Source: an optimization exercise on an open RTL-to-GDS flow (aim: small area and few clock cycles). Production flows keep margins and buffers that such runs may drop. Where RTL was checked, it was by simulation tests only, not by an equivalence proof against the original.

==> v15: inputs <==
// ups_q1
module ups_q1 (
    input  wire        clk,
    input  wire        rst,
    input  wire        t_valid,
    input  wire [31:0] t_req,
    input  wire        t_byte_valid,
    input  wire [7:0]  t_byte,
    output wire        t_ready,
    input  wire        h_valid,
    input  wire [31:0] h_req,
    output wire        h_ready,
    output reg         h_resp_valid,
    output reg  [3:0]  h_resp_status,
    output reg  [31:0] h_resp_data,
    output reg         tx_valid,
    output reg  [2:0]  tx_len,
    output reg  [55:0] tx_bytes,
    output reg         evt_valid,
    output reg  [3:0]  evt_code,
    output reg  [31:0] evt_info
);
Settings: LEC_CHECK=0, CAP_MARGIN=20, CORE_MARGIN=2, CORE_UTILIZATION=70, SLEW_MARGIN=20; clock period 12.0 ns.
standard.sh (not shown) runs the stock make flow with config.mk's settings and CLKGATE_MAP_FILE= SYNTH_SCRIPT=/design/flow/synth_recipe.tcl, a recipe that flattens the netlist after the stock synthesis.
==> flow/flow/run.sh <==
#!/bin/bash
# The standard layout (standard.sh, unchanged synthesis), with:
# - the port buffers made from the smallest buffer cell;
# - clock tree: large sink clusters, no dummy loads.
export BUFFER_PORTS_ARGS="-buffer_cell sky130_fd_sc_hd__buf_1"
export CTS_ARGS="-sink_clustering_enable -repair_clock_nets -sink_clustering_size 10 -sink_clustering_max_diameter 35 -buf_list sky130_fd_sc_hd__clkbuf_4 -tree_buf sky130_fd_sc_hd__clkbuf_8 -root_buf sky130_fd_sc_hd__clkbuf_8 -dont_use_dummy_load"
bash standard.sh finish > standard.log 2>&1
==> v29: changes against v15 <==
--- a/flow/design.v
+++ b/flow/design.v
@@ -245,24 +245,11 @@
     wire       c_pad  = c_sp || (c == 8'h0D) || (c == 8'h00);
     wire       c_pt   = (c == 8'h2E);
     wire       c_bit  = (c[7:1] == 7'h18);
     wire [13:0] m0   = f_first ? 14'd0 : p_mant[13:0];    
     wire [3:0]  dd   = c_dig ? c[3:0] : 4'd0;
-    wire [15:0] r_a = {m0, dd[2:1]};             
-    wire [15:0] r_b = {2'd0, m0};
-    wire [16:0] r_c;
-    wire [15:0] r_s;
-    assign r_c[0] = 1'b0;
-    genvar gi;
-    generate
-        for (gi = 0; gi < 16; gi = gi + 1) begin : g_fa
-            wire cin = (gi == 2) ? (r_c[gi] | dd[3]) : r_c[gi];
-            assign r_s[gi]   = r_a[gi] ^ r_b[gi] ^ cin;
-            assign r_c[gi+1] = (r_a[gi] & r_b[gi]) | (r_a[gi] & cin) | (r_b[gi] & cin);
-        end
-    endgenerate
-    wire [16:0] m_d  = {r_s, dd[0]};
+    wire [16:0] m_d  = {{1'b0, m0, 2'd0} + {3'd0, m0} + {14'd0, dd[3:1]}, dd[0]};
     wire [2:0]  s_d  = (f_first ? 3'd0 : p_scale) + {2'd0, c_dig && p_dot && !f_first};
     wire        m_we = f_in && (f_type != P_FLAG) && (f_first || c_dig);
     wire        pd0 = !f_first && p_pad;
     wire        dt0 = !f_first && p_dot;
     wire        dg0 = !f_first && p_dig;
@@ -331,19 +318,10 @@
                 if (f_sep[3]) sg3 <= p_mant[9:0];
                 if (f_sep[4]) sg4 <= {p_scale[1:0], p_mant[13:0]};
             end
         end
     end
-    wire [16:0] fl_c;
-    wire [15:0] fl_inc;
-    assign fl_c[0] = 1'b1;
-    generate
-        for (gi = 0; gi < 16; gi = gi + 1) begin : g_inc
-            assign fl_inc[gi]  = frame_len[gi] ^ fl_c[gi];
-            assign fl_c[gi+1]  = frame_len[gi] & fl_c[gi];
-        end
-    endgenerate
     wire h_err    = h_fire && h_evt;                         
     wire tw_err   = tw_fire && !tw_legal;                    
     wire tw_evt   = tw_err && (tw_len == 8'd0);
     wire tb_end   = tb_fire && b_last;                       
     wire tb_evt   = tb_end && (c_perr || b_unexp || b_ovl);
@@ -423,11 +401,11 @@
                     acc_state <= b_rating ? ACC_RATING : ACC_STATUS;
                     frame_len <= 16'd1;
                     ovf       <= 1'b0;
                 end else begin
                     if (!low) ovf <= 1'b1;
-                    if (!fl_c[16]) frame_len <= fl_inc;
+                    if (frame_len != 16'hFFFF) frame_len <= frame_len + 16'd1;
                 end
             end
             if (cpend && !ev_kind) begin
                 st_written <= 1'b1;
                 stat_seq   <= stat_seq + 16'd1;
==> flow/run.sh (new file) <==
#!/bin/bash
# synth_recipe.tcl (not shown) runs the flow's synth.tcl, then flattens the netlist and writes it again
# the make line also repeats each setting of config.mk as NAME=value (left out here)
make -C /OpenROAD-flow-scripts/flow DESIGN_CONFIG=/design/flow/config.mk WORK_HOME=/design/flow/orfs CLKGATE_MAP_FILE= SYNTH_SCRIPT=/design/flow/synth_recipe.tcl finish
Settings changed: CORE_UTILIZATION 70 to 55, CTS_BUF_LIST from default to sky130_fd_sc_hd__clkbuf_16, CTS_CLUSTER_DIAMETER from default to 60, CTS_CLUSTER_SIZE from default to 30.
removed: flow/flow/run.sh
removed: flow/standard.sh
==> results.sh <==
export IMPL_final_min_period_over_clock_period=0.7409
export IMPL_place_congestion=0.9044
export IMPL_reg2reg_slack_ns=5.80
export IMPL_drt_met1_wl_um=20530
export IMPL_sequential_logic_power_mw=1.60
export IMPL_worst_path_dominant_cell_family="simple AND/OR/NAND/NOR gates"
export IMPL_syn_area_sq_um=18330
export IMPL_multi_input_comb_area_sq_um=6780
export IMPL_min_hold_slack_ns=0.4107
export IMPL_cp_buffers_inverters=3
export IMPL_outcome="timing/DRC/antenna clean"
-- figures above: v29

==> results.sh <==
export IMPL_multi_input_comb_area_sq_um=6355
export IMPL_outcome="timing/DRC/antenna clean"
export IMPL_floorplan_io_pins=213
export IMPL_worst_path_dominant_cell_family="adder cells"
export IMPL_cp_buffers_inverters=2
export IMPL_worst_setup_path_start_kind="register"
export IMPL_cts_setup_buffers=0
export IMPL_syn_area_sq_um=17890
export IMPL_reg2reg_slack_ns=3.21
export IMPL_synth_compound_area_frac=0.1294
export IMPL_drc=0
export IMPL_final_min_period_over_clock_period=0.7327
export IMPL_flip_flop_and_latch_count_after_synthesis=386
export IMPL_place_congestion=0.9293
export IMPL_most_frequent_standard_cell_in_the_layout_excluding_fill_and_tap_cells="sky130_fd_sc_hd__edfxtp_1"
export IMPL_height_of_the_chip_um=163.9
export IMPL_layout_drive_gt1_share=0.07117
export IMPL_drt_met1_wl_um=18390
export IMPL_sequential_logic_power_mw=1.61
export IMPL_synth_enable_flop_cells=314
-- figures above: v15

Testbench counts of v15, summed over its fixed seeds: cycles 9,304.
No functional check of the RTL was part of v29.

[what the ideal ports hide]
In the flow no input, the clock included, has a driving cell. The finished layouts below were timed again as built, in two steps.
Step 1 assumes that a clkbuf_16 drives the clock port and a buf_2 every other input.
Step 2 adds t to the input delays and takes it off the output delays; t is the mean of the earliest and latest rising clock arrival at the registers after step 1. Input paths then give back, and output paths get back, about the clock's delay inside the block.
Slacks: ideal / step 1 / step 2; pairs: ideal / step 1.
run	shift t [ns]	setup slack, ns	worst hold slack (ns)
v15	0.576	3.207 / 3.207 / 2.797	0.390 / 0.390 / 0.390
v29	0.608	3.109 / 3.086 / 3.086	0.411 / 0.411 / 0.411
After both steps setup and hold are still met in every run listed. For v15, which loses most, drivers alone change the setup slack by 0.000 ns; drivers and shift together by -0.410 ns.
